Source: an optimization exercise on an open RTL-to-GDS flow (aim: small area). Production flows keep margins and buffers that such runs may drop. The RTL was checked by simulation tests, not by an equivalence proof against the original design. Power and IR drop assume default switching activity. No driver is modelled on the clock port, so clocking that relies on it looks cheaper here than on a real chip.

==> flow/design.v <==
module ow_slave (
    input  wire        clk,
    input  wire        rst,
    input  wire        start,       
    input  wire        stop,        
    input  wire [2:0]  fam,         
    input  wire        ow_in,       
    output reg         ow_pull,     
    output wire        active,      
    input  wire [3:0]  rc,          
    input  wire [7:0]  rom_tap,     
    output wire [2:0]  mem_sel,     
    input  wire [7:0]  mem_tap      
);
    localparam [3:0] S_OFF       = 4'd0,
                     S_WAIT_RST  = 4'd1,
                     S_PDH       = 4'd2,
                     S_PDL       = 4'd3,
                     S_RECV_CMD  = 4'd4,
                     S_SEARCH    = 4'd5,
                     S_SEND_ROM  = 4'd6,
                     S_RECV_ADDR = 4'd7,
                     S_SEND_MEM  = 4'd8;
    reg [3:0]  state;
    reg        rom_st;        
    reg        od;
    wire       sf  = (fam == 3'd2) || (fam == 3'd3) || (fam == 3'd4);    
    wire       f96 = (fam == 3'd4);                                      
    wire       f32 = (fam == 3'd2);                                      
    reg        line_q;
    reg        low_act;
    reg [10:0] cnt;           
    reg [6:0]  pb;            
    reg [2:0]  jb;            
    reg [1:0]  phase;         
    reg [7:0]  buf_q;
    assign active = (state != S_OFF);
    wire listening = (state != S_OFF) && (state != S_PDH) && (state != S_PDL);
    wire in_pd     = (state == S_PDH) || (state == S_PDL);
    wire recv_cmd  = (state == S_RECV_CMD);
    wire mem_mode  = (state == S_RECV_ADDR) || (state == S_SEND_MEM);
    wire send_mem  = (state == S_SEND_MEM);
    wire sending   = (state == S_SEND_ROM) || send_mem ||
                     ((state == S_SEARCH) && (phase != 2'd2));
    wire fall = line_q & ~ow_in;
    wire rise = low_act & ow_in;
    wire is_std_rst   = (cnt[10:7] == 4'b1111);                  
    wire is_short_rst = od && (cnt >= 11'd192) && (cnt <= 11'd320);
    wire slot_bit     = od ? (cnt < 11'd8) : (cnt < 11'd60);
    wire ev_slot      = listening && rise && !is_std_rst && !is_short_rst;
    wire ev_reset     = listening && rise && (is_std_rst || is_short_rst);
    wire cur_bit = buf_q[jb];
    wire tx_bit  = ((state == S_SEARCH) && (phase == 2'd1)) ? ~cur_bit : cur_bit;
    wire [6:0] pn  = pb + 7'd1;
    wire [6:0] tgt = recv_cmd ? 7'd0 : pb;
    wire m_cur = (rc[2:0] == tgt[2:0]) && (!mem_mode || (rc[3] == tgt[3]));
    wire m_nxt = (rc[2:0] == pn[2:0])  && (!mem_mode || (rc[3] == pn[3]));
    assign mem_sel = m_cur ? pb[6:4] : pn[6:4];
    wire [7:0] src = mem_mode ? mem_tap : rom_tap;
    wire cons_cur = send_mem && (low_act || fall);    
    wire sending_st = (state == S_SEARCH) || (state == S_SEND_ROM) || send_mem;
    integer j;
    always @(posedge clk) begin
        for (j = 0; j < 8; j = j + 1) begin
            if (sending_st && ((j < jb) || ((j == jb) && cons_cur))) begin
                if (m_nxt) buf_q[j] <= src[j];
            end else begin
                if (m_cur) buf_q[j] <= src[j];
            end
        end
    end
    wire [7:0] cmd_byte = {slot_bit, pb};
    wire c120     = (cnt == 11'd120);
    wire hold_end = od ? (cnt == 11'd16) : c120;
    wire pd_end   = (state == S_PDH) ? c120 : (cnt == 11'd600);
    always @(posedge clk) begin
        line_q <= ow_in;
        if ((fall && !in_pd) || ev_reset)
            cnt <= 11'd1;
        else if (in_pd || (low_act && !ow_in && !is_std_rst))
            cnt <= cnt + 11'd1;
        if (listening) begin
            if (fall)
                low_act <= 1'b1;
            else if (rise)
                low_act <= 1'b0;
        end else begin
            low_act <= 1'b0;
        end
        if (listening && ow_pull) begin
            if (hold_end)
                ow_pull <= 1'b0;
        end else if (listening && fall && sending && !tx_bit) begin
            ow_pull <= 1'b1;
        end
        if (rst) begin
            state   <= S_OFF;
            od      <= 1'b0;
            ow_pull <= 1'b0;
        end else if (stop) begin
            state   <= S_OFF;
            od      <= 1'b0;
            ow_pull <= 1'b0;
            low_act <= 1'b0;
        end else if (start) begin
            state   <= S_WAIT_RST;
            rom_st  <= 1'b0;
            od      <= 1'b0;
            low_act <= 1'b0;
            ow_pull <= 1'b0;
        end else if (ev_reset) begin
            od      <= 1'b0;
            rom_st  <= 1'b0;
            state   <= S_PDH;
            ow_pull <= 1'b0;
        end else begin
            case (state)
                S_PDH: begin
                    if (pd_end) begin
                        state   <= S_PDL;
                        ow_pull <= 1'b1;
                    end
                end
                S_PDL: begin
                    if (pd_end) begin
                        state   <= S_RECV_CMD;
                        ow_pull <= 1'b0;
                        jb      <= 3'd0;
                    end
                end
                S_RECV_CMD: begin
                    if (ev_slot) begin
                        pb <= {slot_bit, pb[6:1]};
                        jb <= jb + 3'd1;
                        if (jb == 3'd7) begin
                            pb    <= 7'd0;
                            phase <= 2'd0;
                            if (sf) begin
                                if (cmd_byte == 8'hF0) begin
                                    state <= rom_st ? S_RECV_ADDR : S_SEARCH;
                                    rom_st <= 1'b1;
                                end else if (cmd_byte == 8'h33 && !rom_st) begin
                                    rom_st <= 1'b1;
                                    state  <= S_SEND_ROM;
                                end else if (cmd_byte == 8'hCC && !rom_st) begin
                                    rom_st <= 1'b1;
                                    state  <= S_RECV_CMD;
                                end else if (cmd_byte == 8'h3C && f96 && !rom_st) begin
                                    rom_st <= 1'b1;
                                    od     <= 1'b1;
                                    state  <= S_RECV_CMD;
                                end else begin
                                    state <= S_WAIT_RST;
                                end
                            end else begin
                                if (cmd_byte == 8'hF0)
                                    state <= S_SEARCH;
                                else if (cmd_byte == 8'h33)
                                    state <= S_SEND_ROM;
                                else
                                    state <= S_WAIT_RST;
                            end
                        end
                    end
                end
                S_SEARCH, S_SEND_ROM: begin
                    if (ev_slot) begin
                        if ((state == S_SEARCH) && (phase != 2'd2)) begin
                            phase <= phase + 2'd1;
                        end else begin
                            phase <= 2'd0;
                            jb    <= jb + 3'd1;
                            if (jb == 3'd7) begin
                                pb <= pn;
                                if (pb[2:0] == 3'd7)
                                    state <= sf ? S_RECV_CMD : S_WAIT_RST;
                            end
                        end
                    end
                end
                S_RECV_ADDR: begin
                    if (ev_slot) begin
                        jb <= jb + 3'd1;
                        if (jb == 3'd7)
                            phase <= 2'd1;
                        if ((phase == 2'd0) && (jb != 3'd7))
                            pb <= {slot_bit, pb[6:1]};
                        else if (slot_bit)
                            rom_st <= 1'b0;
                        if ((phase != 2'd0) && (jb == 3'd7)) begin
                            if (rom_st && !slot_bit && !(f32 && (pb[6:5] != 2'd0)))
                                state <= S_SEND_MEM;
                            else
                                state <= S_WAIT_RST;
                        end
                    end
                end
                S_SEND_MEM: begin
                    if (ev_slot) begin
                        jb <= jb + 3'd1;
                        if (jb == 3'd7) begin
                            pb <= pn;
                            if ((pb[4:0] == 5'd31) && (f32 || (pb[6:5] == 2'd3)))
                                state <= S_WAIT_RST;
                        end
                    end
                end
                default: ;
            endcase
        end
    end
endmodule
module ow_emu (
    input  wire        clk,
    input  wire        rst,
    input  wire [2:0]  fam,
    input  wire        cmd_valid,
    output wire        cmd_ready,
    input  wire [7:0]  opsel,
    input  wire [15:0] a16,
    input  wire [7:0]  d8,
    output reg         rsp_valid,
    output wire [3:0]  status,
    output wire        ok,
    output wire [7:0]  rdata,
    input  wire        ow_in,
    output wire        ow_pull
);
    localparam [3:0] ST_OK = 4'd0, ST_ERR_ROLE = 4'd2, ST_ERR_ILLEGAL = 4'd3,
                     ST_ERR_RANGE = 4'd4, ST_ERR_UNSUP = 4'd5;
    localparam [7:0] OP_NOP = 8'h00, OP_CRC_CLR = 8'h01, OP_CRC_BIT = 8'h02,
                     OP_CRC_BYTE = 8'h03, OP_CRC_GET = 8'h05,
                     OP_ROM_WR = 8'h08, OP_ROM_RD = 8'h09, OP_ROM_VALID = 8'h0A,
                     OP_ROM_APPLY = 8'h0B, OP_MEM_WR = 8'h0C, OP_MEM_RD = 8'h0D,
                     OP_AREGS_WR = 8'h0E, OP_AREGS_RD = 8'h0F,
                     OP_EMU_START = 8'h20, OP_EMU_STOP = 8'h21;
    function [7:0] crc8_bit(input [7:0] c, input d);
        begin
            crc8_bit = (c >> 1) ^ ((c[0] ^ d) ? 8'h8C : 8'h00);
        end
    endfunction
    function [7:0] crc8_byte(input [7:0] c, input [7:0] b);
        integer i;
        reg [7:0] t;
        begin
            t = c;
            for (i = 0; i < 8; i = i + 1)
                t = crc8_bit(t, b[i]);
            crc8_byte = t;
        end
    endfunction
    reg [6:0] rc;
    reg [1:0] ac;
    always @(posedge clk) begin
        rc <= rc + 7'd1;
        ac <= (ac == 2'd2) ? 2'd0 : ac + 2'd1;
    end
    reg [7:0] crc;
    reg       cs;             
    wire       slave;
    wire [2:0] sl_msel;
    wire [7:0] sl_mtap;
    reg       legal;
    reg       need_off;       
    reg       in_range;
    reg       is_rom, is_mem, is_areg, is_seq;
    always @(*) begin
        legal    = 1'b1;
        need_off = 1'b0;
        in_range = 1'b1;
        is_rom   = 1'b0;
        is_mem   = 1'b0;
        is_areg  = 1'b0;
        is_seq   = 1'b0;
        case (opsel)
            OP_NOP, OP_CRC_CLR, OP_CRC_BIT, OP_CRC_BYTE, OP_CRC_GET: ;
            OP_ROM_VALID: is_seq = 1'b1;
            OP_ROM_WR: begin need_off = 1'b1; is_rom = 1'b1; in_range = (a16[15:3] == 13'd0); end
            OP_ROM_RD: begin is_rom = 1'b1; in_range = (a16[15:3] == 13'd0); end
            OP_ROM_APPLY: begin need_off = 1'b1; is_seq = 1'b1; end
            OP_MEM_WR, OP_MEM_RD: begin
                need_off = ~opsel[0];
                is_mem   = 1'b1;
                in_range = (a16[15:7] == 9'd0) &&
                           ((fam == 3'd3) || (fam == 3'd4) ||
                            ((fam == 3'd2) && (a16[6:5] == 2'd0)));
            end
            OP_AREGS_WR, OP_AREGS_RD: begin
                need_off = ~opsel[0];
                is_areg  = 1'b1;
                in_range = (a16[15:2] == 14'd0) && (a16[1:0] != 2'd3);
            end
            OP_EMU_START: need_off = 1'b1;
            OP_EMU_STOP: ;
            default: legal = 1'b0;
        endcase
    end
    wire role_bad = (need_off && slave) || (opsel == OP_EMU_STOP && !slave);
    wire unsup    = (opsel == OP_EMU_START) && (fam > 3'd5);
    wire refuse   = !legal || role_bad || unsup || !in_range;
    wire at_rom  = (rc[2:0] == a16[2:0]);
    wire at_mem  = (rc[4:0] == a16[4:0]);
    wire at_areg = (ac == a16[1:0]) || (a16[1:0] == 2'd3);
    wire seq_end = cs && (rc[2:0] == 3'd7);
    wire here    = is_rom ? at_rom : is_mem ? at_mem : is_areg ? at_areg :
                   is_seq ? (seq_end || (need_off && slave)) : 1'b1;
    assign cmd_ready = !cmd_valid || here;
    wire go  = cmd_valid && cmd_ready && !rst;
    wire run = go && !refuse;
    wire seq       = cmd_valid && is_seq && !refuse && !rst;
    wire seq_clr   = seq && !cs && (rc[2:0] == 3'd7);
    wire seq_start = seq && cs && (rc[2:0] == 3'd0);
    wire apply     = opsel[0];    
    reg  [63:0] rom_r;
    reg  [23:0] areg_r;
    wire [7:0]  rom_tap  = rom_r[7:0];
    wire [7:0]  areg_tap = areg_r[7:0];
    wire rom_wr  = (run && opsel == OP_ROM_WR) || (seq && apply && (seq_start || seq_end));
    wire [7:0] rom_wd = seq_end ? crc : d8;
    wire areg_wr = run && opsel == OP_AREGS_WR;
    wire mem_wr  = run && opsel == OP_MEM_WR;
    always @(posedge clk) begin
        rom_r  <= {rom_r[55:8], rom_wr ? rom_wd : rom_tap, rom_r[63:56]};
        areg_r <= {areg_r[15:8], areg_wr ? d8 : areg_tap, areg_r[23:16]};
    end
    reg  [1023:0] mem_r;
    wire [1:0]    pk = rc[6:5] - a16[6:5];       
    wire [2:0]    sk = rc[6:4] - sl_msel;        
    wire [7:0]    mem_tap [0:7];
    genvar s;
    generate
        for (s = 0; s < 8; s = s + 1) begin : g_tap
            assign mem_tap[s] = mem_r[128*s +: 8];
        end
        for (s = 0; s < 128; s = s + 1) begin : g_mem
            if (s == 0) begin : g_wrap
                always @(posedge clk)
                    mem_r[7:0] <= mem_r[1023:1016];
            end else if (s % 32 == 1) begin : g_wr
                always @(posedge clk)
                    mem_r[8*s +: 8] <= (mem_wr && (pk == s / 32)) ? d8 : mem_r[8*s-8 +: 8];
            end else begin : g_shift
                always @(posedge clk)
                    mem_r[8*s +: 8] <= mem_r[8*s-8 +: 8];
            end
        end
    endgenerate
    assign sl_mtap = mem_tap[sk];
    wire [7:0] cb_b = (is_seq && !(seq_start && apply)) ? rom_tap : d8;
    wire [7:0] crc_b = crc8_byte(crc, cb_b);
    wire [7:0] crc_1 = crc8_bit(crc, d8[0]);
    always @(posedge clk) begin
        if (rst) begin
            crc <= 8'h00;
            cs  <= 1'b0;
        end else begin
            if (seq_clr)
                cs <= 1'b1;
            else if (seq_end)
                cs <= 1'b0;
            if (seq_clr)
                crc <= 8'h00;
            else if (seq && cs && !seq_end)
                crc <= crc_b;
            else if (run) begin
                case (opsel)
                    OP_CRC_CLR:  crc <= 8'h00;
                    OP_CRC_BIT:  crc <= crc_1;
                    OP_CRC_BYTE: crc <= crc_b;
                    default: ;
                endcase
            end
        end
    end
    reg [3:0] rcode;
    reg [1:0] rk;
    always @(posedge clk) begin
        rsp_valid <= go;
        rk        <= pk;
        rcode     <= 4'd0;
        if (!legal)         rcode <= 4'd8 + ST_ERR_ILLEGAL;
        else if (role_bad)  rcode <= 4'd8 + ST_ERR_ROLE;
        else if (unsup)     rcode <= 4'd8 + ST_ERR_UNSUP;
        else if (!in_range) rcode <= 4'd8 + ST_ERR_RANGE;
        else begin
            case (opsel)
                OP_CRC_BIT, OP_CRC_BYTE, OP_CRC_GET, OP_ROM_APPLY: rcode <= 4'd1;
                OP_ROM_VALID: rcode <= 4'd2;
                OP_ROM_RD:    rcode <= 4'd3;
                OP_AREGS_RD:  rcode <= 4'd4;
                OP_MEM_RD:    rcode <= 4'd5;
                default: ;
            endcase
        end
    end
    wire [7:0] rom_1  = rom_r[15:8];
    wire [7:0] areg_1 = areg_r[15:8];
    wire [7:0] mem_1  = mem_r[256*rk + 8 +: 8];
    assign status = {1'b0, rcode[2:0] & {3{rcode[3]}}};
    assign ok     = !rcode[3] && ((rcode[2:0] != 3'd2) || (crc == rom_1));
    assign rdata  = rcode[3] ? 8'h00 :
                    (rcode[2:0] == 3'd1 || rcode[2:0] == 3'd2) ? crc :
                    (rcode[2:0] == 3'd3) ? rom_1 :
                    (rcode[2:0] == 3'd4) ? areg_1 :
                    (rcode[2:0] == 3'd5) ? mem_1 : 8'h00;
    ow_slave u_slave (
        .clk      (clk),
        .rst      (rst),
        .start    (run && opsel == OP_EMU_START),
        .stop     (run && opsel == OP_EMU_STOP),
        .fam      (fam),
        .ow_in    (ow_in),
        .ow_pull  (ow_pull),
        .active   (slave),
        .rc       (rc[3:0]),
        .rom_tap  (rom_tap),
        .mem_sel  (sl_msel),
        .mem_tap  (sl_mtap)
    );
endmodule
==> flow/flow/run.sh <==
#!/bin/bash
# Layout flow: the standard flow (standard synthesis and ORFS steps, unchanged
# scripts), with two settings passed to ORFS through its own variables:
#  - CTS without dummy loads (the clock tree's balancing cells add area only);
#  - port buffers made of the smallest buffer cell.
# make's output goes to standard.log; each ORFS step keeps its own log in orfs/logs/.
set -euo pipefail
cd "$(dirname "$0")/.."
export CTS_ARGS="-sink_clustering_enable -repair_clock_nets -sink_clustering_size ${CTS_SIZE:-36} -sink_clustering_max_diameter ${CTS_DIAM:-80} -dont_use_dummy_load"
export BUFFER_PORTS_ARGS="-buffer_cell sky130_fd_sc_hd__buf_1"
bash standard.sh > standard.log 2>&1
test -f out/final.def
==> flow/standard.sh <==
#!/bin/bash
# synth_recipe.tcl (not shown) runs the flow's synth.tcl, then flattens the netlist and writes it again
# the make line also repeats each setting of config.mk as NAME=value (left out here)
make -C /OpenROAD-flow-scripts/flow DESIGN_CONFIG=/design/flow/config.mk WORK_HOME=/design/flow/orfs CLKGATE_MAP_FILE= SYNTH_SCRIPT=/design/flow/synth_recipe.tcl "${@:-finish}"
==> flow/config.mk <==
export PLATFORM = sky130hd
export DESIGN_NAME = ow_emu
export DESIGN_NICKNAME = ow_emu
export VERILOG_FILES = /design/flow/design.v
export SDC_FILE = /design/flow/constraint.sdc
export NUM_CORES = 4
export LEC_CHECK = 0
export ABC_AREA = 1
export CAP_MARGIN = 20
export CORE_MARGIN = 2
export CORE_UTILIZATION = 55
export CTS_CLUSTER_DIAMETER = 80
export CTS_CLUSTER_SIZE = 30
export PLACE_DENSITY = 0.7
export SLEW_MARGIN = 20
==> flow/constraint.sdc <==
create_clock -name core_clock -period 10.0 [get_ports {clk}]
set_input_delay 2.0000 -clock core_clock [delete_from_list [all_inputs] [get_ports {clk}]]
set_output_delay 2.0000 -clock core_clock [all_outputs]
set_load 0.01 [all_outputs]
==> run summary, run 1 <==
status finished clean; Worst Tran Pin Value 1.04 ns; start point of the worst hold path rom_r[19]; Crit. End Element output pin; #FFs+latches synth 1177; Post-Route WL a little over 50000 µm; Final HPWL DP about 36000 µm; clock period minus worst slack 5.81 ns; Critical Path Source Type input pin; Clock Skew 0.140 ns; clk sinks 1177; EDFF count, synth 21; GR Overflow Total 0; largest net degree at the start of global routing 37; CTS tree built; Layout area overhead 7.10%; ratio of cells with drive above 1 in the final layout 3.88%; ANT cells 0; Synth cell types 58; Worst Reg2Reg Path Length in Cells 22; vias 14900; Max Root-Sink Buffers 3; VDD IR max 0.180 mV; DIE WIDTH approximately 230 µm; RSZ-0062 raised after global routing false; antenna violations before repair 1; max_cap viols 0; total die area 54900 µm²; root buffer cell clkbuf_16; filler cell count just over 4000; Fmax achieved 0.172 GHz; H-tree depth 2; Setup Crit Path Kind in2out; GRT Overall Usage a little under a fifth; Core Rows 84; postcts setup bufs 0; WHS Endpoint rom_r[27]; hold_ws between 0.15 and 0.2 ns; drt first pass iters 6; mapped cell area about 29000 µm²; storage element area 23800 µm²; cts repair resizes 0; reg2reg end u_slave.buf_q[5]; IO Port Bufs 53; PwrDens 226 nW/µm²; Setup-failing EPs final 0; vias in the first global route 14200; critical path required time approximately 8.0 ns; Synth Net Count 2302; crit path DAT 3.81 ns; Placer Congestion 0.919; total power 7.08 mW; DIE HEIGHT 234 µm; most common flop cell mapped by yosys dfxtp_1; DRC 0; I/O pin cnt 55; Initial Util 55.6%; TNS Setup 0 ns; class of the worst hold path reg2reg; worst setup path startpoint opsel[5]; core area approximately 53000 µm²; clock latency (worst-skew pair) 0.65 ns; Reg2Reg Setup Slack approximately 5.1 ns; fin. max-slew vios 0; Nets between 2000 and 2500; final worst path period share 58.1%; Async SR Flop Fraction 0%; worst-path fanout max 10; Slew HR 30.5%; total CTS buffers 44; worst r2r src u_slave.state[2]; final hold violations 0; first-pass GRT wire length 79300 µm; DRT antenna net count 0; Hold Path Depth 0; Ys Warns 2; Mapped Cells 2243; routed vias/inst 4.97; # hold bufs at CTS 0; multi-input logic area 4720 µm²; Leak around 13 nW; DR iter-0 viols 1173; sequential-to-total area share from yosys stat between 80% and 90%; clk slew on worst S/H paths 0.12 ns; routed len/inst 17.3 µm; Avg Inst Size Synth 13.0 µm²
## how the worst max path moves through the flow
stage,cells after the start,to
floorplan,8,cmd_ready
global placement,10,cmd_ready
detailed placement,10,cmd_ready
CTS,10,cmd_ready
global route,10,cmd_ready
finish,10,cmd_ready
## per-layer routing
metal	routed length [µm]	GRT usage, %	vias to the layer above	part of all wire (%)
li1	-	-	7363	-
met1	25000	27.2	7015	48
met2	22300	29.2	440	43
met3	2980	3.53	112	5.7
met4	1710	6.94	2	3.3
met5	13	0	-	0.025
## state kept, by name, summed over array words and instances, names as in the netlist, 2 cells and up
register	count
crc	8
rc	7
rom_r	64
u_slave.buf_q	8
rk	2
areg_r	24
rcode	4
ac	2
mem_r	1024
u_slave.phase	2
u_slave.state	4
u_slave.cnt	11
u_slave.pb	7
u_slave.jb	3
## synth_stat cells, types with 2 or more instances
| library cell | n | area, µm² |
|---|---|---|
| a211oi_1 | 4 | 30.0 |
| a21oi_1 | 68 | 340 |
| a221oi_1 | 18 | 158 |
| a22o_1 | 7 | 61.3 |
| a22oi_1 | 4 | 30.0 |
| a31oi_1 | 6 | 37.5 |
| a32o_1 | 2 | 20.0 |
| and3_1 | 2 | 12.5 |
| clkbuf_1 | 19 | 71.3 |
| clkinv_1 | 4 | 15.0 |
| dfxtp_1 | 1156 | 23100 |
| edfxtp_1 | 21 | 631 |
| ha_1 | 19 | 238 |
| inv_1 | 155 | 582 |
| inv_2 | 7 | 26.3 |
| mux2i_1 | 8 | 80.1 |
| nand2_1 | 254 | 953 |
| nand2_2 | 14 | 87.6 |
| nand2_4 | 2 | 22.5 |
| nand3_1 | 82 | 410 |
| nand3_2 | 3 | 30.0 |
| nand4_1 | 22 | 138 |
| nor2_1 | 105 | 394 |
| nor2_2 | 8 | 50.1 |
| nor2_4 | 3 | 33.8 |
| nor3_1 | 28 | 140 |
| nor4_1 | 5 | 31.3 |
| o2111ai_1 | 4 | 35.0 |
| o211a_1 | 2 | 20.0 |
| o211ai_1 | 20 | 150 |
| o21ai_0 | 116 | 581 |
| o21ai_1 | 3 | 15.0 |
| o221ai_1 | 7 | 61.3 |
| o22ai_1 | 3 | 18.8 |
| o311ai_0 | 2 | 17.5 |
| o32ai_1 | 2 | 17.5 |
| o41ai_1 | 2 | 17.5 |
| or2_2 | 4 | 25.0 |
| xnor2_1 | 5 | 43.8 |
| xor2_1 | 29 | 254 |
## cell families (layout without fill, tap and decap cells)
kind of cell / count (synthesis) / count (layout) / synth area share, %
XOR/XNOR: 34 / 34 / 1.02
flip-flops: 1177 / 1177 / 81.4
multiplexers: 8 / 8 / 0.274
AO/OA/AOI/OAI: 278 / 278 / 5.75
AND/OR/NAND/NOR: 537 / 537 / 8.18
other: 1 / 1 / 0.0128
buffers and inverters: 188 / 263 / 2.46
adder cells (fa/ha/maj): 20 / 20 / 0.883
## report_power, final
group          switching, mW  total [mW]  internal, mW
combinational          0.203       0.288        0.0843
sequential            0.0220        4.74          4.72
clock                   1.26        2.05         0.796
## through the flow
step | util, % | cells | setup slack [ns] | area [µm²]
2_1_floorplan | - | 2243 | 4.77 | 29200
3_3_place_gp | 57.4 | 2962 | 4.25 | 30200
3_5_place_dp | 57.4 | 2962 | 4.20 | 30200
4_1_cts | 59.5 | 3006 | 4.20 | 31300
5_1_grt | 59.5 | 3006 | 4.04 | 31300
6_report | 59.5 | 3006 | 4.19 | 31300
## layout by cell type, fill, tap and decap left out, types with 3 or more instances in the layout
master	count
nor2_2	8
a211oi_1	4
nand2_1	254
nand4_1	22
nand3_2	3
a31oi_1	6
or2_2	4
a21oi_1	67
o221ai_1	7
edfxtp_1	21
o2111ai_1	4
a22o_1	7
a221oi_1	18
o21ai_0	116
a22oi_1	4
mux2i_1	8
o22ai_1	3
nor2_1	105
inv_1	155
buf_1	53
inv_2	7
ha_1	19
nand3_1	82
xnor2_1	5
nor3_1	27
nor4_1	5
clkbuf_16	44
xor2_1	29
o211ai_1	20
nand2_2	14
nor2_4	3
dfxtp_1	1156
o21ai_1	3
clkinv_1	4
## critical path, cell delays in order
cell and delay [ns]:
buf_1 0.10, nor2_2 0.22, nand2_4 0.14, nor2_1 0.17
inv_1 0.11, nor2_2 0.38, nand3_1 0.16, o2111ai_1 0.26
nand3_1 0.11, buf_1 0.14
## cell type report
cell class / count / share of cell area (%)
Sequential cell: 1177 / 76.0
Multi-Input combinational cell: 878 / 15.1
Clock buffer: 44 / 3.52
Tap cell: 688 / 2.75
Inverter: 166 / 1.99
Timing Repair Buffer: 53 / 0.636
==> run 2, diff against run 1 <==
--- a/flow/config.mk
+++ b/flow/config.mk
@@ -6,10 +6,8 @@
 export NUM_CORES = 4
 export LEC_CHECK = 0
-export ABC_AREA = 1
+export ABC_AREA = 0
 export CAP_MARGIN = 20
 export CORE_MARGIN = 2
 export CORE_UTILIZATION = 55
-export CTS_CLUSTER_DIAMETER = 80
-export CTS_CLUSTER_SIZE = 30
 export PLACE_DENSITY = 0.7
 export SLEW_MARGIN = 20
==> run 2 against run 1 <==
  * Design area fell by 1.0%
  * Hold slack improved by 0.072 ns
  * Via count fell by 12%
==> run summary, run 2 <==
RSZ-0062 raised after global routing false; Final HPWL DP a little over 30000 µm; vias between 10000 and 15000; Setup-failing EPs final 0; fin. max-slew vios 0; ratio of cells with drive above 1 in the final layout 6.16%; max_cap viols 0; drt first pass iters 8; Slew HR 26.3%; cell with the most instances after synthesis dfxtp_1; CP cell instances buf_1, or2_2, or2_4, nand2_1, a32oi_1, o21ai_0, a21oi_1, nand2_1, buf_1; final hold violations 0; Synth Net Count 1991; Biggest register mem_r; antenna violations before repair 4; Core Rows between 80 and 90; DRC 0; max reg flops between 1000 and 1500; Synth cell types 78; biggest regs mem_r x1024, rom_r x64, areg_r x24; routed len/inst 17.2 µm; Worst Reg2Reg Path Length in Cells 15; routed vias/inst 4.94; TNS Setup 0 ns; total die area between 50000 and 60000 µm²; Hold Path Depth 0; Mapped Cells 1932; CP peak stage delay ~0.45 ns; DIE WIDTH approximately 230 µm; clk sinks 1177; Ys Warns 2; total CTS buffers 43; Non-Filler Instances 2670; Avg Inst Size Synth 15.0 µm²; Initial Util 55.3%; EDFF count, synth 21; delay-heaviest family, CP compound AO/OA/AOI/OAI gates; status finished clean; final worst path period share between 50% and 60%; total power 6.80 mW; clk slew on worst S/H paths 0.11 ns; commonest non-fill, non-tap cells in the layout dfxtp_1, nand2_1, nor2_1, o21ai_0, buf_1; Fmax achieved 0.171 GHz; most common flop cell mapped by yosys dfxtp_1; Critical Path Source Type input pin; sequential-to-total area share from yosys stat 82.1%; DR iter-0 viols 1002; core area 52300 µm²; # hold bufs at CTS 0; IO Port Bufs 53; Placer Congestion roughly 0.86; Crit. End Element output pin; mapped cell area 29000 µm²; Async SR Flop Fraction 0%; Worst Tran Pin Value 1.10 ns; #FFs+latches synth 1177; Post-Route WL 45900 µm; fin util 59.1%; Cells after DPL 2625; H-tree depth 2; first-pass GRT wire length between 70000 and 80000 µm; slowest CP cell a21oi_1; cts repair resizes 0; clock latency (worst-skew pair) between 0.6 and 0.7 ns; Clock Skew 0.0820 ns; clock period minus worst slack 5.86 ns; postcts setup bufs 0; DIE HEIGHT ~230 µm; PwrDens 220 nW/µm²; Yosys top cell area share about four fifths; Nets 2041; Setup Crit Path Kind in2out; Levels on crit path 9; Leak 12.1 nW; Layout area overhead 6.83%; VDD IR max 0.187 mV; vias in the first global route 12900; I/O pin cnt 55; DRT antenna net count 0; largest net degree at the start of global routing 37; most common cell after layout, fill and taps aside dfxtp_1; crit path DAT 3.86 ns; root buffer cell clkbuf_16; Area contributors post-synth dfxtp_1, edfxtp_1, mux2i_1; commonest cells in the netlist dfxtp_1, nand2_1, nor2_1, o21ai_0, clkbuf_1; worst-path fanout max 14; class of the worst hold path reg2reg; filler cell count 4069; GRT Overall Usage 17.0%; CTS tree built; critical path required time 8.00 ns; leading area contributor after synthesis dfxtp_1; GR Overflow Total 0; Max Root-Sink Buffers 3; Worst Path Buf+Inv 2
run 2: power by group:
part	leakage [nW]	internal (mW)	switching, mW
Combinational	2.06	0.0273	0.0384
Clock	0.530	0.781	1.25
Sequential	9.49	4.70	0.00464
Total	12.1	5.51	1.29
run 2: cell families after synthesis:
kind of cell	Yosys count	synth area share, %
simple gates	274	4.81
fa+ha+maj	20	0.890
other cells	1	0.0129
flops	1177	82.1
compound gates	210	4.70
xor+xnor	69	2.26
mux	97	4.13
buf+inv	84	1.13
run 2: final timing paths:
kind / from / endpoint / slack [ns]
max: opsel[2] / cmd_ready / 4.14
min reg2reg: mem_r[958] / mem_r[966] / 0.27
max reg2reg: u_slave.state[2] / u_slave.buf_q[4] / 4.56
min: mem_r[958] / mem_r[966] / 0.27
run 2: layout make-up:
type	count	area [µm²]	share of cell area [%]
Tap cell	688	861	2.78
Antenna cell	2	5.00	0.0162
Timing Repair Buffer	58	236	0.764
Clock buffer	43	1080	3.48
Inverter	31	116	0.376
Sequential cell	1177	23800	76.8
Multi-Input combinational cell	671	4880	15.8
run 2: worst register-to-register path: cells and delay by family, from the launching register on:
family                     cells  cell delay, ns
muxes                          2            0.68
buffers and inverters          1            0.44
and+or+nand+nor                3            1.26
DFF                            1            0.67
xor gates and xnor gates       4            1.18
adders and majority gates      2            0.54
AOI/OAI and AO/OA              3            0.49
run 2: metrics by stage:
stage	instance area [µm²]	hold slack, ns	setup WS [ns]
2_1_floorplan	29000	0.310	4.67
3_3_place_gp	29900	0.310	4.25
3_5_place_dp	29900	0.312	4.16
4_1_cts	30900	0.278	4.18
5_1_grt	30900	0.272	4.00
6_report	30900	0.270	4.14
run 2: layer usage:
layer  wire length (µm)  GRT usage, %  vias to the layer above  share of wire (%)
li1                   -             -                     6480                  -
met1              23000          24.8                     6332                 50
met2              19400          25.6                      298                 42
met3               2170          2.84                       71                4.7
met4               1280          5.83                        2                2.8
met5                 13             0                        -              0.028
==> run 3, diff against run 2 <==
--- a/flow/flow/run.sh
+++ b/flow/flow/run.sh
@@ -7,5 +7,5 @@
 set -euo pipefail
 cd "$(dirname "$0")/.."
-export CTS_ARGS="-sink_clustering_enable -repair_clock_nets -sink_clustering_size ${CTS_SIZE:-36} -sink_clustering_max_diameter ${CTS_DIAM:-80} -dont_use_dummy_load"
+export CTS_ARGS="-sink_clustering_enable -repair_clock_nets -sink_clustering_size 18 -sink_clustering_max_diameter 60 -buf_list sky130_fd_sc_hd__clkbuf_8 -dont_use_dummy_load"
 export BUFFER_PORTS_ARGS="-buffer_cell sky130_fd_sc_hd__buf_1"
 bash standard.sh > standard.log 2>&1
==> run 3 against run 2 <==
  * Clock-buffer cell count is 36 higher
  * Cell count grew 1.3%
  * Synthesized area stayed put
  * Non-clock buffer count stayed put
  * Global-route usage increased by 0.24 points
==> run summary, run 3 <==
status finished clean; CTS tree built; DIE WIDTH 233 µm; sequential-to-total area share from yosys stat 82.1%; Synth Net Count 1991; RSZ-0062 raised after global routing false; Placer Congestion 0.861; total power between 6 and 7 mW; biggest regs mem_r x1024, rom_r x64, areg_r x24; commonest non-fill, non-tap cells in the layout dfxtp_1, clkbuf_8, nand2_1, nor2_1, o21ai_0; #FFs+latches synth 1177; cts repair resizes 0; Core Rows 84; Post-Route WL 46000 µm; final hold violations 0; I/O pin cnt between 50 and 60; routed len/inst 17.0 µm; CP cell instances buf_1, or2_2, or2_4, nand2_1, a32oi_1, o21ai_0, a21oi_1, nand2_1, buf_1; DRT antenna net count 0; Fmax achieved 0.171 GHz; DR iter-0 viols around 950; multi-input logic area just under 5000 µm²; PwrDens 218 nW/µm²; drt first pass iters 5; routed vias/inst approximately 5.0; filler cell count 4061; CP peak stage delay 0.44 ns; Clock Skew 0.0570 ns; Post-DP Area 29900 µm²; worst-path fanout max 14; Final HPWL DP 30300 µm; reg2reg end u_slave.buf_q[4]; Nets 2077; DRC 0; core area ~52000 µm²; storage element area ~24000 µm²; VDD IR max 0.137 mV; Crit. End Element output pin; vias in the first global route between 10000 and 15000; final worst path period share 58.6%; clock latency (worst-skew pair) a little under 0.7 ns; total CTS buffers 79; max_cap viols 0; Slew HR 24.8%; H-tree depth 3; commonest cells in the netlist dfxtp_1, nand2_1, nor2_1, o21ai_0, clkbuf_1; fin util 59.1%; cell with the most instances after synthesis dfxtp_1; Setup Crit Path Kind in2out; max reg flops 1024; Max Root-Sink Buffers 3; Avg Inst Size Synth between 10 and 15 µm²; Worst Tran Pin Value between 1 and 1.5 ns; antenna violations before repair 4; Setup-failing EPs final 0; ratio of cells with drive above 1 in the final layout 7.84%; GRT Overall Usage 17.2%; end point of the critical path cmd_ready; worst setup path startpoint opsel[2]; Async SR Flop Fraction 0%; DIE HEIGHT 233 µm; Mapped Cells 1932; post-route cell area slightly above 30000 µm²; Biggest register mem_r; Synth cell types 78; Reg2Reg Setup Slack 4.60 ns; vias approximately 13000; most common flop cell mapped by yosys dfxtp_1; Worst Reg2Reg Path Length in Cells 14; Critical Path Source Type input pin; slowest CP cell a21oi_1; most common cell after layout, fill and taps aside dfxtp_1; Layout area overhead 6.87%; EDFF count, synth 21; first-pass GRT wire length slightly above 70000 µm; mapped cell area roughly 29000 µm²; TNS Setup 0 ns; clk slew on worst S/H paths 0.10 ns; postcts setup bufs 0; largest net degree at the start of global routing 28; # hold bufs at CTS 0; crit path DAT 3.86 ns; IO Port Bufs 53; hold_ws 0.298 ns; Ys Warns 2; fin. max-slew vios 0; Area contributors post-synth dfxtp_1, edfxtp_1, mux2i_1; clk sinks 1177; leading area contributor after synthesis dfxtp_1; GR Overflow Total 0; worst r2r src u_slave.state[2]; root buffer cell clkbuf_8; class of the worst hold path reg2reg; clock period minus worst slack 5.86 ns; total die area 54500 µm²; Yosys top cell area share 79.9%; Initial Util 55.3%; Leak between 10 and 15 nW; critical path required time 8.00 ns
[run 3: worst max-delay path, delay by kind of cell]
kind	cells	cell delay, ns
AO/OA/AOI/OAI	3	0.71
AND/OR/NAND/NOR	4	0.59
buffers and inverters	2	0.54
[run 3: kinds of logic after synthesis]
kind of cell	share of synthesized area, %
XOR/XNOR	2.26
buffers and inverters	1.13
adder cells (fa/ha/maj)	0.890
flip-flops	82.1
AO/OA/AOI/OAI	4.70
other	0.0129
multiplexers	4.13
AND/OR/NAND/NOR	4.81
[run 3: worst min path at each step]
stage,from,endpoint,cells past startpoint
4_1_cts,mem_r[742],mem_r[750],0
2_1_floorplan,areg_r[16],areg_r[0],0
3_5_place_dp,areg_r[23],areg_r[7],0
3_3_place_gp,mem_r[949],mem_r[957],0
6_report,mem_r[742],mem_r[750],0
5_1_grt,mem_r[742],mem_r[750],0
[run 3: per-stage QoR]
step	std cells	setup WS (ns)
3_5_place_dp	2625	4.16
2_1_floorplan	1932	4.67
5_1_grt	2704	4.00
3_3_place_gp	2625	4.25
4_1_cts	2704	4.18
6_report	2706	4.14
[run 3: cell type report]
type	instances	share of cell area [%]
repair buffers	58	0.764
flip-flops and latches	1177	76.8
multi-input cells	671	15.8
diodes	2	0.0162
well taps	688	2.78
inverters	31	0.376
clock buffers	79	3.51
[run 3: per-layer routing]
metal,track usage [%],up-vias,wire [µm]
met2,25.5,300,19500
met4,7.22,2,1270
met1,24.7,6483,23000
met5,0,-,13
li1,-,6544,-
met3,3.53,88,2270
[run 3: report_power, final]
| group | internal, mW | switching [mW] | leakage (nW) |
|---|---|---|---|
| clock network | 0.713 | 1.28 | 0.568 |
| registers | 4.70 | 0.00465 | 9.49 |
| logic | 0.0273 | 0.0384 | 2.06 |
| total | 5.44 | 1.32 | 12.1 |
==> run 4, diff against run 3 <==
--- a/flow/flow/run.sh
+++ b/flow/flow/run.sh
@@ -7,5 +7,5 @@
 set -euo pipefail
 cd "$(dirname "$0")/.."
-export CTS_ARGS="-sink_clustering_enable -repair_clock_nets -sink_clustering_size 18 -sink_clustering_max_diameter 60 -buf_list sky130_fd_sc_hd__clkbuf_8 -dont_use_dummy_load"
+export CTS_ARGS="-sink_clustering_enable -repair_clock_nets -sink_clustering_size 10 -sink_clustering_max_diameter 40 -buf_list sky130_fd_sc_hd__clkbuf_4 -dont_use_dummy_load"
 export BUFFER_PORTS_ARGS="-buffer_cell sky130_fd_sc_hd__buf_1"
 bash standard.sh > standard.log 2>&1
==> run 4 against run 3 <==
  * Still clean on timing, DRC and antenna
  * Power is 0.17% lower
  * Sequential power hardly changed
  * Flip-flop and latch count stayed put
  * Critical endpoint unchanged
  * Largest cell class unchanged
  * Highest routed layer unchanged
==> run summary, run 4 <==
clk slew on worst S/H paths 0.10 ns; max_cap viols 0; storage element area between 20000 and 25000 µm²; Reg2Reg Setup Slack 4.59 ns; class of the worst hold path reg2reg; DR iter-0 viols a little under 900; Crit. End Element output pin; DIE HEIGHT 233 µm; VDD IR max 0.116 mV; antenna violations before repair 6; DIE WIDTH 233 µm; TNS Setup 0 ns; Initial Util 55.3%; final worst path period share 58.3%; filler cell count 4102; critical path required time ~8.0 ns; PwrDens around 220 nW/µm²; core area 52300 µm²; multi-input logic area around 4900 µm²; GR Overflow Total 0; biggest regs mem_r x1024, rom_r x64, areg_r x24; cts repair resizes 0; Max Root-Sink Buffers 3; Core Rows between 80 and 90; most common flop cell mapped by yosys dfxtp_1; Layout area overhead 6.97%; sequential-to-total area share from yosys stat 82.1%; largest net degree at the start of global routing 28; first-pass GRT wire length 72400 µm; I/O pin cnt 55; Ys Warns 2; #FFs+latches synth about 1200; slowest CP cell a21oi_1; Placer Congestion 0.861; most common cell after layout, fill and taps aside dfxtp_1; Worst Tran Pin Value ~1.1 ns; Nets 2143; clock period minus worst slack 5.83 ns; Synth cell types 78; ratio of cells with drive above 1 in the final layout 10.8%; Yosys top cell area share 79.9%; final hold violations 0; routed len/inst 16.7 µm; Cells after DPL 2625; routed vias/inst around 5; root buffer cell clkbuf_4; GRT Overall Usage 17.7%; CP peak stage delay roughly 0.44 ns; vias 13900; leading area contributor after synthesis dfxtp_1; worst setup path startpoint opsel[2]; Worst Reg2Reg Path Length in Cells 14; Critical Path Source Type input pin; Mapped Cells 1932; Setup-failing EPs final 0; total power roughly 6.7 mW; status finished clean; Synth Net Count 1991; commonest cells in the netlist dfxtp_1, nand2_1, nor2_1, o21ai_0, clkbuf_1; fin util about three fifths; H-tree depth 4; Non-Filler Instances 2783; CP cell instances buf_1, or2_2, or2_4, nand2_1, a32oi_1, o21ai_0, a21oi_1, nand2_1, buf_1; DRT antenna net count 0; cell with the most instances after synthesis dfxtp_1; Setup Crit Path Kind in2out; Clock Skew 0.0724 ns; Avg Inst Size Synth 15.0 µm²; Async SR Flop Fraction 0%; reg2reg end u_slave.buf_q[4]; postcts setup bufs 0; # hold bufs at CTS 0; CTS tree built; clock latency (worst-skew pair) 0.98 ns; Leak ~12 nW; vias in the first global route ~14000; max reg flops 1024; IO Port Bufs 53; worst-path fanout max 14; EDFF count, synth 21; commonest non-fill, non-tap cells in the layout dfxtp_1, clkbuf_4, nand2_1, nor2_1, o21ai_0; total CTS buffers around 150; drt first pass iters 5; WHS Endpoint mem_r[608]; Fmax achieved between 0.15 and 0.2 GHz; clk sinks 1177; crit path DAT between 3 and 4 ns; DRC 0; Biggest register mem_r; start point of the worst hold path mem_r[600]; RSZ-0062 raised after global routing false; total die area 54500 µm²; Hold Path Depth 0; Slew HR between 20% and 30%; worst r2r src u_slave.state[2]; fin. max-slew vios 0; Post-Route WL 46600 µm; Area contributors post-synth dfxtp_1, edfxtp_1, mux2i_1; Final HPWL DP about 30000 µm; mapped cell area 29000 µm²
-- run 4: critical path: cells and delay by family --
family / cells / cell delay (ns)
AO/OA/AOI/OAI: 3 / 0.70
buffers and inverters: 2 / 0.53
AND/OR/NAND/NOR: 4 / 0.58
-- run 4: worst max path at each step --
stage	end	slack, ns
finish	cmd_ready	4.17
global route	cmd_ready	4.00
CTS	cmd_ready	4.18
detailed placement	mem_r[525]	4.16
global placement	mem_r[521]	4.25
floorplan	cmd_ready	4.67
-- run 4: metal layers --
metal / track usage, % / routed length [µm] / part of all wire [%] / vias to the layer above
li1: - / - / - / 6740
met1: 24.7 / 22700 / 49 / 6624
met2: 25.5 / 19800 / 43 / 387
met3: 5.07 / 2740 / 5.9 / 100
met4: 8.56 / 1320 / 2.8 / 2
met5: 0 / 13 / 0.028 / -
-- run 4: per-stage QoR --
stage | hold slack (ns) | area, µm² | setup slack [ns]
final | 0.261 | 31000 | 4.17
after global routing | 0.247 | 31000 | 4.00
after CTS | 0.263 | 31000 | 4.18
after detailed placement | 0.312 | 29900 | 4.16
after global placement | 0.310 | 29900 | 4.25
after floorplan | 0.310 | 29000 | 4.67
-- run 4: cell type report --
cell class / instances / area share, %
flip-flops and latches: 1177 / 76.7
multi-input cells: 671 / 15.7
clock buffers: 145 / 3.51
well taps: 688 / 2.78
repair buffers: 58 / 0.763
inverters: 31 / 0.376
diodes: 13 / 0.105
-- run 4: logic make-up after synthesis --
group	synth area share, %
DFF	82.1
other	0.0129
adders and majority gates	0.890
AOI/OAI and AO/OA	4.70
muxes	4.13
xor gates and xnor gates	2.26
buffers and inverters	1.13
and+or+nand+nor	4.81
-- run 4: where the power goes --
group | internal (mW) | leakage, nW | switching [mW] | total [mW]
registers | 4.70 | 9.49 | 0.00470 | 4.70
clock network | 0.669 | 0.667 | 1.31 | 1.98
logic | 0.0273 | 2.06 | 0.0383 | 0.0656
total | 5.39 | 12.2 | 1.35 | 6.75
==> run 5, diff against run 4 <==
--- a/flow/flow/run.sh
+++ b/flow/flow/run.sh
@@ -7,5 +7,5 @@
 set -euo pipefail
 cd "$(dirname "$0")/.."
-export CTS_ARGS="-sink_clustering_enable -repair_clock_nets -sink_clustering_size 10 -sink_clustering_max_diameter 40 -buf_list sky130_fd_sc_hd__clkbuf_4 -dont_use_dummy_load"
+export CTS_ARGS="-sink_clustering_enable -repair_clock_nets -sink_clustering_size 11 -sink_clustering_max_diameter 40 -buf_list sky130_fd_sc_hd__clkbuf_4 -dont_use_dummy_load"
 export BUFFER_PORTS_ARGS="-buffer_cell sky130_fd_sc_hd__buf_1"
 bash standard.sh > standard.log 2>&1
==> run 5 against run 4 <==
  * Synthesized area unchanged
  * Clock power decreased by 3%
  * Largest power group unchanged
  * Via count decreased by 0.95%
  * Sequential power about the same
  * Critical endpoint unchanged
  * Clock skew decreased by 0.0031 ns
  * Hold slack got worse by 0.011 ns
  * Still clean
  * Cell count decreased by 0.65%
  * Die area unchanged
==> run summary, run 5 <==
Ys Warns 2; Biggest register mem_r; Nets 2132; met2 Use GR 25.5%; leading area contributor after synthesis dfxtp_1; VDD IR max around 0.13 mV; #FFs+latches synth 1177; Flop pwr share 70.4%; Non-Filler Instances 2765; total CTS buffers between 100 and 150; routed vias/inst roughly 5.0; Async SR Flop Fraction 0%; internal power 5.34 mW; postcts setup bufs 0; vias in the first global route 13700; start point of the worst hold path mem_r[700]; DRT antenna net count 0; CTS tree built; ratio of cells with drive above 1 in the final layout around a tenth; power share of the combinational group roughly 1%; reg2reg end u_slave.buf_q[1]; DRC 0; most common flop cell mapped by yosys dfxtp_1; Final HPWL DP 30300 µm; PwrDens 216 nW/µm²; fin. max-slew vios 0; clock period minus worst slack 5.85 ns; DIE HEIGHT approximately 230 µm; Cells after DPL approximately 2600; Layout area overhead 6.62%; Worst Reg2Reg Path Length in Cells 16; post-route cell area 30900 µm²; drt first pass iters 5; Worst Tran Pin Value 1.15 ns; commonest cells in the netlist dfxtp_1, nand2_1, nor2_1, o21ai_0, clkbuf_1; biggest regs mem_r x1024, rom_r x64, areg_r x24; cts repair resizes 0; Slew HR between 20% and 30%; met3 usage 5.09%; Leak 12.2 nW; RSZ-0062 raised after global routing false; Fmax achieved 0.171 GHz; max_cap viols 0; sequential-to-total area share from yosys stat 82.1%; GR Overflow Total 0; filler cell count 4094; Placer Congestion 0.861; final worst path period share about three fifths; IO Port Bufs between 50 and 60; Hold Path Depth 0; Synth Net Count roughly 2000; I/O pin cnt 55; total power 6.68 mW; Clock Skew 0.0693 ns; commonest non-fill, non-tap cells in the layout dfxtp_1, clkbuf_4, nand2_1, nor2_1, o21ai_0; Setup Crit Path Kind in2out; min setup slack post-route 4.15 ns; dpl ws just over 4 ns; Yosys top cell area share around 80%; Avg Inst Size Synth 15.0 µm²; Crit. End Element output pin; most common cell after layout, fill and taps aside dfxtp_1; core area 52300 µm²; GRT busiest layer met2; GRT Overall Usage 17.7%; Post-Route WL 46500 µm; total die area between 50000 and 60000 µm²; worst r2r src u_slave.state[2]; Setup-failing EPs final 0; Initial Util 55.3%; Synth cell types 78; largest net degree at the start of global routing 28; switching power ~1.3 mW; max reg flops 1024; Clk pwr share 28.7%; critical path required time 8.00 ns; Reg2Reg Setup Slack approximately 4.6 ns; clk sinks 1177; clk slew on worst S/H paths 0.10 ns; switching share of total power about 20%; clock latency (worst-skew pair) 0.94 ns; Area contributors post-synth dfxtp_1, edfxtp_1, mux2i_1; root buffer cell clkbuf_4; WHS Endpoint mem_r[708]; Max Root-Sink Buffers 3; worst-path fanout max 14; DR iter-0 viols about 930; antenna violations before repair 6; Post-DP Area about 30000 µm²; EDFF count, synth 21; vias 13700; first-pass GRT wire length 72500 µm; Critical Path Source Type input pin; Core Rows 84; status finished clean; Mapped Cells roughly 1900; final hold violations 0; DIE WIDTH between 200 and 250 µm; mapped cell area a little under 30000 µm²; class of the worst hold path reg2reg; routed len/inst ~17 µm; H-tree depth 4; cell with the most instances after synthesis dfxtp_1; TNS Setup 0 ns; GR Util met1 24.8%; # hold bufs at CTS 0; crit path DAT 3.85 ns
## run 5: worst max path at each step
stage	from	cells past startpoint	slack (ns)	endpoint
after detailed placement	opsel[1]	10	4.16	mem_r[525]
after global routing	opsel[2]	9	4.00	cmd_ready
final	opsel[2]	9	4.15	cmd_ready
after floorplan	opsel[4]	7	4.67	cmd_ready
after CTS	opsel[2]	9	4.18	cmd_ready
after global placement	opsel[1]	10	4.25	mem_r[521]
## run 5: per-layer routing
| metal | wire, µm | part of all wire, % |
|---|---|---|
| met2 | 19800 | 43 |
| met4 | 1310 | 2.8 |
| met5 | 13 | 0.028 |
| met1 | 22700 | 49 |
| met3 | 2700 | 5.8 |
## run 5: critical path: stages
cell and delay [ns]:
buf_1 0.40, or2_2 0.26, or2_4 0.16, nand2_1 0.06, a32oi_1 0.18, o21ai_0 0.09, a21oi_1 0.45, nand2_1 0.11
buf_1 0.14
## run 5: metrics by stage
stage                     utilization (%)  hold WS (ns)
final                                59.0         0.250
after global routing                 59.0         0.261
after CTS                            59.0         0.270
after detailed placement             57.1         0.312
after global placement               57.1         0.310
after floorplan                         -         0.310
## run 5: layout make-up
type / instances / area [µm²] / share of cell area [%]
well taps: 688 / 861 / 2.79
flip-flops and latches: 1177 / 23800 / 77.0
repair buffers: 58 / 236 / 0.766
clock buffers: 134 / 1010 / 3.26
inverters: 31 / 116 / 0.377
multi-input cells: 671 / 4880 / 15.8
diodes: 6 / 15.0 / 0.0486
## run 5: power groups by stage
stage | Sequential (mW) | Combinational [mW] | Clock (mW)
6_report | 4.70 | 0.0656 | 1.92
4_1_cts | 4.70 | 0.0652 | 2.01
5_1_grt | 4.71 | 0.0713 | 2.20
2_1_floorplan | 4.81 | 0.0444 | 0
3_3_place_gp | 4.81 | 0.0641 | 0
3_5_place_dp | 4.81 | 0.0648 | 0
## run 5: cell families after synthesis
kind of cell             Yosys count  share of synthesized area, %
AO/OA/AOI/OAI                    210                          4.70
XOR/XNOR                          69                          2.26
adder cells (fa/ha/maj)           20                         0.890
buffers and inverters             84                          1.13
flip-flops                      1177                          82.1
multiplexers                      97                          4.13
other                              1                        0.0129
AND/OR/NAND/NOR                  274                          4.81
==> run 6, diff against run 5 <==
--- a/flow/flow/run.sh
+++ b/flow/flow/run.sh
@@ -7,5 +7,5 @@
 set -euo pipefail
 cd "$(dirname "$0")/.."
-export CTS_ARGS="-sink_clustering_enable -repair_clock_nets -sink_clustering_size 11 -sink_clustering_max_diameter 40 -buf_list sky130_fd_sc_hd__clkbuf_4 -dont_use_dummy_load"
+export CTS_ARGS="-sink_clustering_enable -repair_clock_nets -sink_clustering_size 20 -sink_clustering_max_diameter 60 -buf_list sky130_fd_sc_hd__clkbuf_8 -dont_use_dummy_load"
 export BUFFER_PORTS_ARGS="-buffer_cell sky130_fd_sc_hd__buf_1"
 bash standard.sh > standard.log 2>&1
==> run 6 against run 5 <==
  * Largest cell class unchanged
  * Core utilization about the same
  * Clock-buffer cell count shrank 60
  * Clock skew is 0.018 ns higher
==> run summary, run 6 <==
Biggest register mem_r; max reg flops between 1000 and 1500; crit path DAT 3.86 ns; EDFF count, synth 21; storage element area 23800 µm²; fin. max-slew vios 0; clock latency (worst-skew pair) 0.68 ns; VDD IR max 0.136 mV; Mapped Cells 1932; commonest cells in the netlist dfxtp_1, nand2_1, nor2_1, o21ai_0, clkbuf_1; class of the worst hold path reg2reg; filler cell count 4056; drt first pass iters 5; commonest non-fill, non-tap cells in the layout dfxtp_1, clkbuf_8, nand2_1, nor2_1, o21ai_0; Synth cell types slightly below 80; Core Rows 84; postcts setup bufs 0; vias 13400; Avg Inst Size Synth 15.0 µm²; largest net degree at the start of global routing 28; RSZ-0062 raised after global routing false; total die area about 55000 µm²; TNS Setup 0 ns; core area 52300 µm²; Setup Crit Path Kind in2out; Synth Net Count 1991; Worst Reg2Reg Path Length in Cells 14; Setup-failing EPs final 0; CTS tree built; PwrDens 217 nW/µm²; multi-input logic area between 4000 and 5000 µm²; clock period minus worst slack 5.86 ns; final hold violations 0; Ys Warns 2; Async SR Flop Fraction 0%; Fmax achieved 0.171 GHz; Max Root-Sink Buffers 3; Critical Path Source Type input pin; Yosys top cell area share between 70 and 80%; mapped cell area 29000 µm²; total CTS buffers 74; sequential-to-total area share from yosys stat 82.1%; ratio of cells with drive above 1 in the final layout ~7.6%; GRT Overall Usage 17.3%; Post-Route WL 46200 µm; Layout area overhead 6.65%; I/O pin cnt between 50 and 60; routed vias/inst 4.95; DRC 0; IO Port Bufs 53; switching power 1.31 mW; max_cap viols 0; internal power about 5.4 mW; vias in the first global route 13100; most common cell after layout, fill and taps aside dfxtp_1; Leak 12.1 nW; power share of the combinational group approximately 1%; antenna violations before repair 4; DRT antenna net count 0; # hold bufs at CTS 0; Crit. End Element output pin; H-tree depth 3; switching share of total power 19.5%; final worst path period share 58.6%; Flop pwr share a little over two thirds; Nets about 2100; Slew HR roughly a quarter; cell with the most instances after synthesis dfxtp_1; DR iter-0 viols about 930; biggest regs mem_r x1024, rom_r x64, areg_r x24; critical path required time 8.00 ns; Final HPWL DP between 30000 and 40000 µm; Hold Path Depth 0; DIE HEIGHT 233 µm; Clk pwr share between 20% and 30%; #FFs+latches synth around 1200; root buffer cell clkbuf_8; leading area contributor after synthesis dfxtp_1; first-pass GRT wire length about 71000 µm; clk sinks about 1200; DIE WIDTH 233 µm; total power 6.71 mW; GR Overflow Total 0; cts repair resizes 0; Initial Util 55.3%; most common flop cell mapped by yosys dfxtp_1; Placer Congestion 0.861; worst-path fanout max 14; routed len/inst 17.1 µm; status finished clean; clk slew on worst S/H paths 0.10 ns; Worst Tran Pin Value 1.12 ns; Clock Skew 0.0869 ns; Area contributors post-synth dfxtp_1, edfxtp_1, mux2i_1
## run 6: per-stage QoR
step | hold slack, ns | cell area, µm² | utilization (%) | setup slack, ns | std cells
after floorplan | 0.310 | 29000 | - | 4.67 | 1932
after global placement | 0.310 | 29900 | 57.1 | 4.25 | 2625
after detailed placement | 0.312 | 29900 | 57.1 | 4.16 | 2625
after CTS | 0.264 | 30900 | 59.0 | 4.18 | 2699
after global routing | 0.264 | 30900 | 59.0 | 4.00 | 2699
final | 0.262 | 30900 | 59.0 | 4.14 | 2703
## run 6: area by class of cell
class | instances | share of cell area, %
antenna | 4 | 0.0324
multi-input combinational | 671 | 15.8
timing repair buffer | 58 | 0.765
inverter | 31 | 0.377
tap | 688 | 2.79
clock buffer | 74 | 3.30
sequential | 1177 | 77.0
## run 6: kinds of logic after synthesis
group,Yosys count,synth area share (%)
other cells,1,0.0129
mux,97,4.13
simple gates,274,4.81
xor+xnor,69,2.26
fa+ha+maj,20,0.890
compound gates,210,4.70
flops,1177,82.1
buf+inv,84,1.13
## run 6: power groups by stage
stage / sequential (mW) / combinational [mW] / clock (mW)
floorplan: 4.81 / 0.0444 / 0
global placement: 4.81 / 0.0641 / 0
detailed placement: 4.81 / 0.0648 / 0
CTS: 4.70 / 0.0652 / 2.01
global route: 4.71 / 0.0713 / 2.17
finish: 4.70 / 0.0655 / 1.94
## run 6: worst max-delay path, stage by stage
cell	delay (ns)
buf_1	0.40
or2_2	0.26
or2_4	0.16
nand2_1	0.06
a32oi_1	0.18
o21ai_0	0.09
a21oi_1	0.45
nand2_1	0.11
buf_1	0.14
## run 6: layer usage
layer  vias to the layer above  track usage, %  part of all wire, %
met4                         2            7.42                  3.5
met3                       102            3.36                  4.8
met1                      6456            24.9                   50
met2                       301            25.5                   42
met5                         -               0                0.028
li1                       6531               -                    -
## run 6: path summary, 6_finish.rpt
kind                                       start               end  slack [ns]
worst max-delay path                    opsel[2]         cmd_ready        4.14
worst min-delay path                  mem_r[614]        mem_r[622]        0.26
worst max register to register  u_slave.state[2]  u_slave.buf_q[4]        4.64
worst min register to register        mem_r[614]        mem_r[622]        0.26
==> run 7, diff against run 6 <==
--- a/flow/flow/run.sh
+++ b/flow/flow/run.sh
@@ -7,5 +7,5 @@
 set -euo pipefail
 cd "$(dirname "$0")/.."
-export CTS_ARGS="-sink_clustering_enable -repair_clock_nets -sink_clustering_size 20 -sink_clustering_max_diameter 60 -buf_list sky130_fd_sc_hd__clkbuf_8 -dont_use_dummy_load"
+export CTS_ARGS="-sink_clustering_enable -repair_clock_nets -sink_clustering_size 12 -sink_clustering_max_diameter 38 -buf_list sky130_fd_sc_hd__clkbuf_4 -dont_use_dummy_load"
 export BUFFER_PORTS_ARGS="-buffer_cell sky130_fd_sc_hd__buf_1"
 bash standard.sh > standard.log 2>&1
==> run 7 against run 6 <==
  * Die area did not move
  * Flip-flop and latch count stayed put
  * Global-route usage grew 0.43 points
  * Clock power down 3%
  * Clock skew down 0.0050 ns
  * Power decreased by 0.71%
  * Clock-buffer cell count rose by 57
  * Synthesized cell count did not move
  * Core utilization decreased by 0.057 points
  * Sequential share of layout area grew 0.075 points
  * Critical path type unchanged
  * Non-clock buffer count stayed put
  * Cell count rose by 2.2%
==> run summary, run 7 <==
mapped cell area 29000 µm²; Placer Congestion 0.861; GRT Overall Usage 17.7%; Yosys top cell area share roughly 80%; Core Rows between 80 and 90; TNS Setup 0 ns; clk sinks 1177; met2 Use GR 25.6%; worst-path fanout max 14; max_cap viols 0; DIE WIDTH ~230 µm; Max Root-Sink Buffers 3; RSZ-0062 raised after global routing false; DRC 0; Final HPWL DP 30300 µm; GRT busiest layer met2; Async SR Flop Fraction 0%; H-tree depth 4; Avg Inst Size Synth 15.0 µm²; class of the worst hold path reg2reg; DRT antenna net count 0; most common cell after layout, fill and taps aside dfxtp_1; min setup slack post-route between 4 and 5 ns; max reg flops 1024; most common flop cell mapped by yosys dfxtp_1; Synth cell types 78; #FFs+latches synth 1177; Ys Warns 2; # hold bufs at CTS 0; post-route cell area just over 30000 µm²; VDD IR max 0.128 mV; final hold violations 0; Leak 12.2 nW; largest net degree at the start of global routing 28; Fmax achieved around 0.17 GHz; cell with the most instances after synthesis dfxtp_1; clock period minus worst slack 5.86 ns; fin. max-slew vios 0; Critical Path Source Type input pin; GR Util met1 approximately a quarter; cts repair resizes 0; Clock Skew slightly above 0.08 ns; Mapped Cells roughly 1900; Biggest register mem_r; total power between 6 and 7 mW; filler cell count approximately 4100; sequential-to-total area share from yosys stat 82.1%; met3 usage 5.35%; Initial Util 55.3%; commonest cells in the netlist dfxtp_1, nand2_1, nor2_1, o21ai_0, clkbuf_1; Crit. End Element output pin; antenna violations before repair 7; DR iter-0 viols 920; Setup-failing EPs final 0; final worst path period share 58.6%; biggest regs mem_r x1024, rom_r x64, areg_r x24; DIE HEIGHT between 200 and 250 µm; vias 13700; crit path DAT 3.86 ns; Setup Crit Path Kind in2out; Slew HR between 20% and 30%; clock latency (worst-skew pair) 0.96 ns; Synth Net Count 1991; CTS tree built; I/O pin cnt 55; status finished clean; GR Overflow Total 0; total CTS buffers 131; routed len/inst roughly 17 µm; Nets roughly 2100; EDFF count, synth 21; vias in the first global route approximately 14000; first-pass GRT wire length 72300 µm; IO Port Bufs 53; core area 52300 µm²; Post-Route WL around 46000 µm; Post-DP Area 29900 µm²; total die area ~55000 µm²; postcts setup bufs 0; dpl ws 4.16 ns; clk slew on worst S/H paths 0.11 ns; critical path required time roughly 8.0 ns; Layout area overhead 6.54%; Worst Tran Pin Value 1.09 ns; PwrDens approximately 220 nW/µm²; leading area contributor after synthesis dfxtp_1; ratio of cells with drive above 1 in the final layout 10.2%; Area contributors post-synth dfxtp_1, edfxtp_1, mux2i_1; routed vias/inst 4.97; commonest non-fill, non-tap cells in the layout dfxtp_1, clkbuf_4, nand2_1, nor2_1, o21ai_0; fin util 59.0%; drt first pass iters 6; root buffer cell clkbuf_4
==> run 7: critical path, cell delays in order <==
cell and delay, ns:
buf_1 0.40, or2_2 0.26, or2_4 0.16, nand2_1 0.06
a32oi_1 0.18, o21ai_0 0.09, a21oi_1 0.45, nand2_1 0.11
buf_1 0.14
==> run 7: routing by layer <==
metal	vias to the layer above	share of wire (%)
met5	-	0.035
li1	6700	-
met4	2	2.8
met1	6529	48
met3	96	6.4
met2	390	42
==> run 7: through the flow <==
step	hold WS (ns)	std cells
final	0.272	2762
after global routing	0.266	2759
after CTS	0.259	2756
after detailed placement	0.312	2625
after global placement	0.310	2625
after floorplan	0.310	1932
==> run 7: cell type report <==
cell class / count / area, µm² / area share, %
Tap cell: 688 / 861 / 2.79
Sequential cell: 1177 / 23800 / 77.0
Inverter: 31 / 116 / 0.377
Clock buffer: 131 / 983 / 3.19
Timing Repair Buffer: 58 / 236 / 0.766
Antenna cell: 6 / 15.0 / 0.0486
Multi-Input combinational cell: 671 / 4880 / 15.8
==> run 7: where the power goes <==
part | internal, mW | leakage (nW) | total [mW] | switching, mW
Combinational | 0.0273 | 2.06 | 0.0656 | 0.0384
Clock | 0.607 | 0.603 | 1.89 | 1.28
Sequential | 4.70 | 9.49 | 4.70 | 0.00454
Total | 5.33 | 12.2 | 6.66 | 1.33
==> run 7: path summary, 6_finish.rpt <==
| check | cells past startpoint | slack (ns) | start | endpoint |
|---|---|---|---|---|
| worst max-delay path | 9 | 4.14 | opsel[2] | cmd_ready |
| worst min-delay path | 0 | 0.27 | mem_r[982] | mem_r[990] |
| worst max register to register | 16 | 4.60 | u_slave.state[2] | u_slave.buf_q[1] |
| worst min register to register | 0 | 0.27 | mem_r[982] | mem_r[990] |
==> run 7: kinds of logic after synthesis <==
| logic type | share of synthesized area (%) |
|---|---|
| adders and majority gates | 0.890 |
| other | 0.0129 |
| buffers and inverters | 1.13 |
| and+or+nand+nor | 4.81 |
| DFF | 82.1 |
| xor gates and xnor gates | 2.26 |
| AOI/OAI and AO/OA | 4.70 |
| muxes | 4.13 |

## static timing again, ports no longer ideal
The results above use ideal ports. As a check the final layouts listed here were re-extracted and re-timed, cells and wires unchanged.
Step 1 (the two cells are an assumption about what drives the block):
set clk [get_ports {clk}]
set_driving_cell -lib_cell sky130_fd_sc_hd__clkbuf_16 $clk
set_driving_cell -lib_cell sky130_fd_sc_hd__buf_2 [delete_from_list [all_inputs] $clk]
Step 2 also shifts input and output timing later by t, the mid clock arrival at the registers, as if the neighbouring blocks saw the same clock.
Slacks: ideal ports / drivers / drivers and shift; pairs: ideal ports / drivers.
run	t, ns	setup WS [ns]	pins driven straight from the clock port
run 1	0.641	4.192 / 4.171 / 4.171	1
run 2	0.630	4.136 / 4.113 / 4.074	1
run 3	0.697	4.143 / 4.120 / 4.058	1
run 4	0.997	4.167 / 4.144 / 4.080	1
run 5	0.968	4.145 / 4.122 / 4.057	1
run 6	0.688	4.143 / 4.120 / 4.117	1
run 7	0.964	4.140 / 4.117 / 4.080	1
After both steps every run listed still meets setup and hold. The setup slack of run 5, which loses most, moves by -0.023 ns with the drivers and by -0.088 ns with both steps.
